From an optimization exercise on the open Yosys and OpenROAD flow, aimed at small area, a short achievable clock period and few clock cycles per item; shortcuts taken in it are not production practice. In this exercise RTL edits were held to simulation tests only and were not proved equivalent to the original. No activity file was given, so power comes from the tool's default toggle rates.

--- run.sh ---
#!/bin/bash
# synth_recipe.tcl (not shown) runs the flow's synth.tcl, then flattens the netlist and writes it again
# the make line also repeats each setting of config.mk as NAME=value (left out here)
make -C /OpenROAD-flow-scripts/flow DESIGN_CONFIG=/design/flow/config.mk WORK_HOME=/design/flow/orfs CLKGATE_MAP_FILE= SYNTH_SCRIPT=/design/flow/synth_recipe.tcl finish
--- config.mk ---
export PLATFORM = sky130hd
export DESIGN_NAME = anim_stream_decoder
export DESIGN_NICKNAME = anim_stream_decoder
export VERILOG_FILES = /design/flow/design.v
export SDC_FILE = /design/flow/constraint.sdc
export NUM_CORES = 4
export LEC_CHECK = 0
export CAP_MARGIN = 20
export CORE_MARGIN = 2
export CORE_UTILIZATION = 40
export SLEW_MARGIN = 20
--- constraint.sdc ---
create_clock -name core_clock -period 5.5 [get_ports {clk}]
set_input_delay 1.1000 -clock core_clock [delete_from_list [all_inputs] [get_ports {clk}]]
set_output_delay 1.1000 -clock core_clock [all_outputs]
set_load 0.01 [all_outputs]
--- design.v ---
module anim_stream_decoder #(
    parameter NPIX = 4096
) (
    input  wire       clk,
    input  wire       rst,
    input  wire       in_valid,
    output wire       in_ready,
    input  wire [7:0] in_data,
    input  wire       in_last,
    output wire       o_valid,
    input  wire       o_ready,
    output wire [1:0] o_kind,     
    output wire [7:0] o_data,
    output wire       o_keep      
);
    localparam PW = $clog2(NPIX + 1);
    localparam K_HDR = 2'd0;
    localparam K_PAL = 2'd1;
    localparam K_PIX = 2'd2;
    localparam K_END = 2'd3;
    localparam E_OK        = 3'd0;
    localparam E_CONFIG    = 3'd1;
    localparam E_TRUNCATED = 3'd2;
    localparam E_FRAMING   = 3'd3;
    localparam E_TRAILING  = 3'd4;
    localparam S_HDR  = 4'd0;    
    localparam S_PAL  = 4'd1;    
    localparam S_LIT  = 4'd2;    
    localparam S_RHDR = 4'd3;    
    localparam S_SAME = 4'd4;    
    localparam S_DIFF = 4'd5;    
    localparam S_FEND = 4'd6;    
    localparam S_DISC = 4'd7;    
    localparam S_END  = 4'd8;    
    reg [3:0]    state;
    reg [14:0]   acc;
    reg [3:0]    cnt;
    reg          last_seen;     
    reg [1:0]    hdr_idx;
    reg [7:0]    nframes;
    reg          iv_zero;
    reg [2:0]    bpp;
    reg [8:0]    pal_left;
    reg [7:0]    frames;
    reg [PW-1:0] pix_left;
    reg [7:0]    run_left;
    reg [2:0]    err;
    reg          ov;
    reg [1:0]    okind;
    reg [7:0]    odata;
    reg          okeep;
    assign o_valid = ov;
    assign o_kind  = okind;
    assign o_data  = odata;
    assign o_keep  = okeep;
    wire slot_free = !ov || o_ready;
    reg [3:0] need;
    always @(*) begin
        case (state)
            S_HDR, S_PAL, S_RHDR: need = 4'd8;
            S_LIT, S_DIFF:        need = {1'b0, bpp};
            default:              need = 4'd0;
        endcase
    end
    wire reading  = (state == S_HDR) || (state == S_PAL) || (state == S_LIT) ||
                    (state == S_RHDR) || (state == S_DIFF);
    wire short    = reading && (cnt < need);
    wire fetch    = short && !last_seen;
    wire trunc    = short && last_seen;
    assign in_ready = fetch || (state == S_DISC && !last_seen);
    wire take_byte = in_valid && in_ready;
    wire [7:0] mask  = 8'hff >> (4'd8 - need);
    wire [7:0] field = acc[7:0] & mask;
    wire       have  = reading && !short;
    wire [6:0] rlen  = field[7:1];
    wire [7:0] rn    = (rlen == 7'd0) ? 8'd128 : {1'b0, rlen};
    wire [3:0] s_after_err = last_seen ? S_END : S_DISC;
    always @(posedge clk) begin
        if (rst) begin
            state     <= S_HDR;
            acc       <= 15'd0;
            cnt       <= 4'd0;
            last_seen <= 1'b0;
            hdr_idx   <= 2'd0;
            nframes   <= 8'd0;
            iv_zero   <= 1'b0;
            bpp       <= 3'd0;
            pal_left  <= 9'd0;
            frames    <= 8'd0;
            pix_left  <= 0;
            run_left  <= 8'd0;
            err       <= E_OK;
            ov        <= 1'b0;
            okind     <= 2'd0;
            odata     <= 8'd0;
            okeep     <= 1'b0;
        end else begin
            if (ov && o_ready)
                ov <= 1'b0;
            if (take_byte) begin
                if (state != S_DISC) begin
                    acc <= acc | ({7'd0, in_data} << cnt);
                    cnt <= cnt + 4'd8;
                end
                last_seen <= in_last;
            end
            if (trunc) begin
                err   <= E_TRUNCATED;
                state <= S_END;
            end
            case (state)
                S_HDR: begin
                    if (have && slot_free) begin
                        acc     <= acc >> 8;
                        cnt     <= cnt - 4'd8;
                        ov      <= 1'b1;
                        okind   <= K_HDR;
                        odata   <= field;
                        okeep   <= 1'b0;
                        hdr_idx <= hdr_idx + 2'd1;
                        case (hdr_idx)
                            2'd0: nframes <= field;
                            2'd1: iv_zero <= (field == 8'd0);
                            default: begin
                                bpp      <= field[2:0];
                                pal_left <= 9'd3 << field[2:0];
                                if (nframes == 8'd0 || iv_zero || field == 8'd0 || field >= 8'd8) begin
                                    err   <= E_CONFIG;
                                    state <= s_after_err;
                                end else begin
                                    state <= S_PAL;
                                end
                            end
                        endcase
                    end
                end
                S_PAL: begin
                    if (have && slot_free) begin
                        acc      <= acc >> 8;
                        cnt      <= cnt - 4'd8;
                        ov       <= 1'b1;
                        okind    <= K_PAL;
                        odata    <= field;
                        okeep    <= 1'b0;
                        pal_left <= pal_left - 9'd1;
                        if (pal_left == 9'd1) begin
                            frames   <= 8'd0;
                            pix_left <= NPIX;
                            state    <= S_LIT;
                        end
                    end
                end
                S_LIT, S_DIFF: begin
                    if (have && slot_free) begin
                        acc      <= acc >> need;
                        cnt      <= cnt - need;
                        ov       <= 1'b1;
                        okind    <= K_PIX;
                        odata    <= field;
                        okeep    <= 1'b0;
                        pix_left <= pix_left - 1'b1;
                        run_left <= run_left - 8'd1;
                        if (pix_left == 1)
                            state <= S_FEND;
                        else if (state == S_DIFF && run_left == 8'd1)
                            state <= S_RHDR;
                    end
                end
                S_RHDR: begin
                    if (have) begin
                        acc      <= acc >> 8;
                        cnt      <= cnt - 4'd8;
                        run_left <= rn;
                        if ({{(PW-8){1'b0}}, rn} > pix_left) begin
                            err   <= E_FRAMING;
                            state <= s_after_err;
                        end else begin
                            state <= field[0] ? S_DIFF : S_SAME;
                        end
                    end
                end
                S_SAME: begin
                    if (slot_free) begin
                        ov       <= 1'b1;
                        okind    <= K_PIX;
                        odata    <= 8'd0;
                        okeep    <= 1'b1;
                        pix_left <= pix_left - 1'b1;
                        run_left <= run_left - 8'd1;
                        if (pix_left == 1)
                            state <= S_FEND;
                        else if (run_left == 8'd1)
                            state <= S_RHDR;
                    end
                end
                S_FEND: begin
                    acc      <= 15'd0;
                    cnt      <= 4'd0;
                    frames   <= frames + 8'd1;
                    pix_left <= NPIX;
                    if (frames + 8'd1 == nframes) begin
                        err   <= last_seen ? E_OK : E_TRAILING;
                        state <= s_after_err;
                    end else begin
                        state <= S_RHDR;
                    end
                end
                S_DISC: begin
                    if (last_seen)
                        state <= S_END;
                end
                S_END: begin
                    if (slot_free) begin
                        ov        <= 1'b1;
                        okind     <= K_END;
                        odata     <= {5'd0, err};
                        okeep     <= 1'b0;
                        state     <= S_HDR;
                        acc       <= 15'd0;
                        cnt       <= 4'd0;
                        last_seen <= 1'b0;
                        hdr_idx   <= 2'd0;
                        err       <= E_OK;
                    end
                end
                default: state <= S_HDR;
            endcase
        end
    end
endmodule
==> results.txt <==
-- registers in the layout (all words and copies together) (netlist names) --
register and flops:
frames 8, bpp 3, okeep 1, pal_left 9
okind 2, cnt 4, nframes 8, pix_left 13
acc 15, ov 1, odata 8, hdr_idx 2
run_left 8, iv_zero 1, state 4, last_seen 1
err 3
-- cells by family after synthesis --
kind of cell / Yosys count / synth area share
AOI/OAI and AO/OA: 280 / 0.270
xor gates and xnor gates: 21 / 0.0276
adders and majority gates: 25 / 0.0481
buffers and inverters: 88 / 0.0547
DFF: 91 / 0.274
muxes: 41 / 0.0634
and+or+nand+nor: 357 / 0.263
-- per-layer routing --
metal | up-vias | global-route usage
met4 | 0 | 0.0938
met5 | - | 0
met1 | 3146 | 0.332
met2 | 257 | 0.348
met3 | 53 | 0.0395
li1 | 3278 | -
-- power by group --
group | internal [mW] | switching (mW)
Combinational | 0.908 | 1.53
Sequential | 0.816 | 0.201
Clock | 0.318 | 0.282
Total | 2.04 | 2.01
-- through the flow --
step,utilization,instance area [µm²],total power [mW]
after floorplan,-,6650,2.76
after global routing,0.447,7330,4.37
after CTS,0.447,7330,4.02
final,0.447,7330,4.05
after global placement,0.430,7050,3.42
after detailed placement,0.430,7050,3.42
-- layout by cell type (no fill, tap or decap), types with 7 or more instances in the layout --
cell type and count:
clkbuf_16 9, mux2i_1 32, mux2_2 9, o2111ai_1 7, nand2b_1 9, a211oi_1 14, nor4_1 10, inv_1 33
o21ai_1 7, nand3_1 25, a21oi_1 93, nand4_1 8, a22oi_1 13, dfxtp_1 91, nor2b_1 14, o211ai_1 8
o21ai_0 50, a21o_1 13, a31oi_1 9, nand3b_1 8, or3_1 12, nand2_1 86, buf_4 14, nor3_1 33
o22ai_1 17, nor2_1 112, xnor2_1 18, ha_1 24, clkdlybuf4s50_1 24
-- worst max path at each step --
| stage | start | endpoint | depth (start not counted) |
|---|---|---|---|
| 6_report | state[1] | in_ready | 10 |
| 5_1_grt | state[1] | in_ready | 10 |
| 4_1_cts | state[1] | in_ready | 10 |
| 3_5_place_dp | state[1] | in_ready | 10 |
| 3_3_place_gp | state[1] | in_ready | 10 |
| 2_1_floorplan | state[1] | in_ready | 9 |
-- cell usage after synthesis, drive strengths merged, types with 5 or more instances --
cell type,n
a211oi,14
a21o,13
a21oi,96
a22oi,13
a311oi,5
a31oi,9
and2,5
and3,6
buf,20
clkbuf,32
dfxtp,91
ha,24
inv,35
mux2,9
mux2i,32
nand2,86
nand2b,9
nand3,25
nand3b,8
nand4,9
nor2,114
nor2b,14
nor3,33
nor4,12
o2111ai,8
o211ai,8
o21ai,62
o22ai,18
or2,9
or3,12
xnor2,18
-- worst min-delay path, delay by kind of cell (launching register included) --
family / cells / cell delay, ns
and+or+nand+nor: 1 / 0.05
DFF: 1 / 0.31
AOI/OAI and AO/OA: 1 / 0.05
-- area by class of cell --
| cell class | count | area share |
|---|---|---|
| clock inverters | 5 | 0.00512 |
| flip-flops and latches | 91 | 0.249 |
| clock buffers | 10 | 0.0326 |
| inverters | 36 | 0.0184 |
| multi-input cells | 724 | 0.610 |
| repair buffers | 39 | 0.0478 |
| well taps | 220 | 0.0376 |
==> key figures <==
Clock network
  – Setup Fix Bufs, Post-CTS: 0
  – Clock Tree Buf Depth: 2
  – Clock transition at path regs: around 0.07 ns
  – PostCTS Resize Cnt: 0
  – CTS Buf Count: 9
  – Post-CTS Hold Fix Bufs: 0
  – CTS root buf: clkbuf_16
  – Sink Count: 91
  – CTS H-tree depth: 3
  – Worst skew pair latency: around 0.36 ns
  – CTS tree: yes

Finish
  – FF+latch area: ~1800 µm²
  – Area growth from synthesis to final layout: 10.1%
  – Area of the multi-input gates: 4470 µm²
  – Cell Count, Final, Fillers Out: roughly 1,100
  – Nets: 939
  – Diode count: 0
  – Fillers: 1,673
  – Share of cells above drive strength 1: 0.0718

Job
  – Max-cap violation count: 0

Power and ir drop
  – Leak: 2.71 nW
  – Pwr dens: ~550 nW/µm²
  – Worst vdd ir: between 0.0006 and 0.0007 V

Placement
  – GPL Wtd Cong: approximately 1.0
  – Final HPWL DP: around 15 mm
  – Placed insts: 1,110
  – Port Buffer Count: 25
  – Setup WS pre-CTS: between 0.7 and 0.8 ns

Timing
  – Period utilization: 0.949
  – RSZ-0062 raised after global routing: no
  – Fin crit period: 5.22 ns
  – Highest clock rate: about 190 MHz
  – Final worst slack: approximately 0.28 ns
  – Worst hold margin: approximately 0.46 ns
  – Final Setup Violations: 0
  – Final slew viol count: 0
  – Final setup TNS: 0 ns
  – Worst Tran Pin Value: roughly 0.89 ns
  – Slew HR: 0.409
  – Hold Fails Final Rpt: 0
  – Clock Skews: slightly below 0.006 ns

Detailed routing
  – Final WL: just over 20 mm
  – Vias after detailed routing: a little under 7,000
  – Met1 WL: roughly 9.6 mm
  – Via/cell ratio: ~6
  – Routed wl met2: slightly below 9 mm
  – DRC: 0
  – Post-DRT Antenna Nets: 0
  – DRT Pass-1 Iters: 5
  – Drt wl/cell: 18.1 µm
  – Routed wl met3: approximately 1.3 mm
  – Initial DRC Count: a little over 700
  – Top Metal Used: met4

Yosys
  – Top-area cell type share of the netlist area: 0.274
  – Seq/Total Area, Yosys: 0.274
  – Mean post-synth cell area: 7.37 µm²
  – Synthesized Nets: between 900 and 1,000
  – #FFs+latches synth: 91
  – Synth Cell Area: 6650 µm²
  – Warnings, synthesis: 1
  – Gate Count Post-Synth: between 900 and 1,000
  – Synth top area cells: dfxtp_1, a21oi_1, nor2_1
  – Dominant cell type by area after synthesis: dfxtp_1
  – Post-synth EDFFs: 0
  – Post-synthesis cell type count: 79
  – Synth Flop Type: dfxtp_1
  – Post-synth ARST share: 0

Floorplanning
  – Core ar.: around 16,000 µm²
  – Die X: about 130 µm
  – Num rows: 47
  – Die ar.: ~18,000 µm²
  – Starting density of the core: 0.405
  – Die Ht: 133 µm
  – # IOs: 26

GRT
  – Vias in the first global route: ~6,000
  – Largest net degree at the start of global routing: between 40 and 50
  – Antenna violations before repair: 0
  – GR Overflow Total: 0
  – Total GRT Usage: 0.233
  – First-pass GRT wire length: between 30 and 40 mm

Min path
  – Worst Hold Launch: odata[0]
  – Min-Delay Endpoint: odata[0]
  – Hold path cells: 2
  – Worst hold path class: reg -> reg

Critical path
  – Reg-to-Reg Start: state[1]
  – Crit path kind: reg -> out
  – CP max FO: 15
  – CP Data Required Time: 4.40 ns
  – Kind of cell adding the most delay to the critical path: buffers and inverters
  – Crit path max-delay cell type: dfxtp_1
  – Crit. End Element: output pin
  – Reg2Reg Capture Point: acc[5]
  – R2R depth: 11
  – R2R setup slack: about 0.81 ns
  – Worst path cell trace: and4bb_1, o21ai_4, clkinv_1, ha_1, fa_1, and2b_1, o21ai_2, nand2_1, a21oi_1, clkdlybuf4s50_1
  – Crit path buf inv count: 2
  – Critical Path Max Stage Delay: 0.61 ns
  – Crit path DAT: approximately 4.1 ns
  – Nature of the critical path startpoint: flip-flop

Status
  – Outcome: no timing/DRC/antenna violations
Testbench counts, summed over its fixed seeds: cycles 303,058, pixels 262,144.

[static timing again, ports no longer ideal]
The flow's constraints put no driver on any port. The routed layout listed below was extracted and timed again, unchanged, in two steps. Step 1: set_driving_cell puts a clkbuf_16 on clk and a buf_2 on each other input, an assumption about the parent block. Step 2 times the ports against the registers' clock, not the clock port: input delays grow and output delays shrink by t, the midpoint of the rising clock arrivals with the driver on. Slacks: ideal / step 1 / step 2; pairs: ideal / step 1.
shift t [ns]: 0.394
setup slack, ns: 0.279 / 0.240 / 0.634
worst setup path after step 2: register to output
worst data-port slew with drivers (ns): 0.05
After both steps this run still meets setup and hold. The setup slack of this run moves by -0.039 ns with the drivers and by +0.355 ns with both steps.
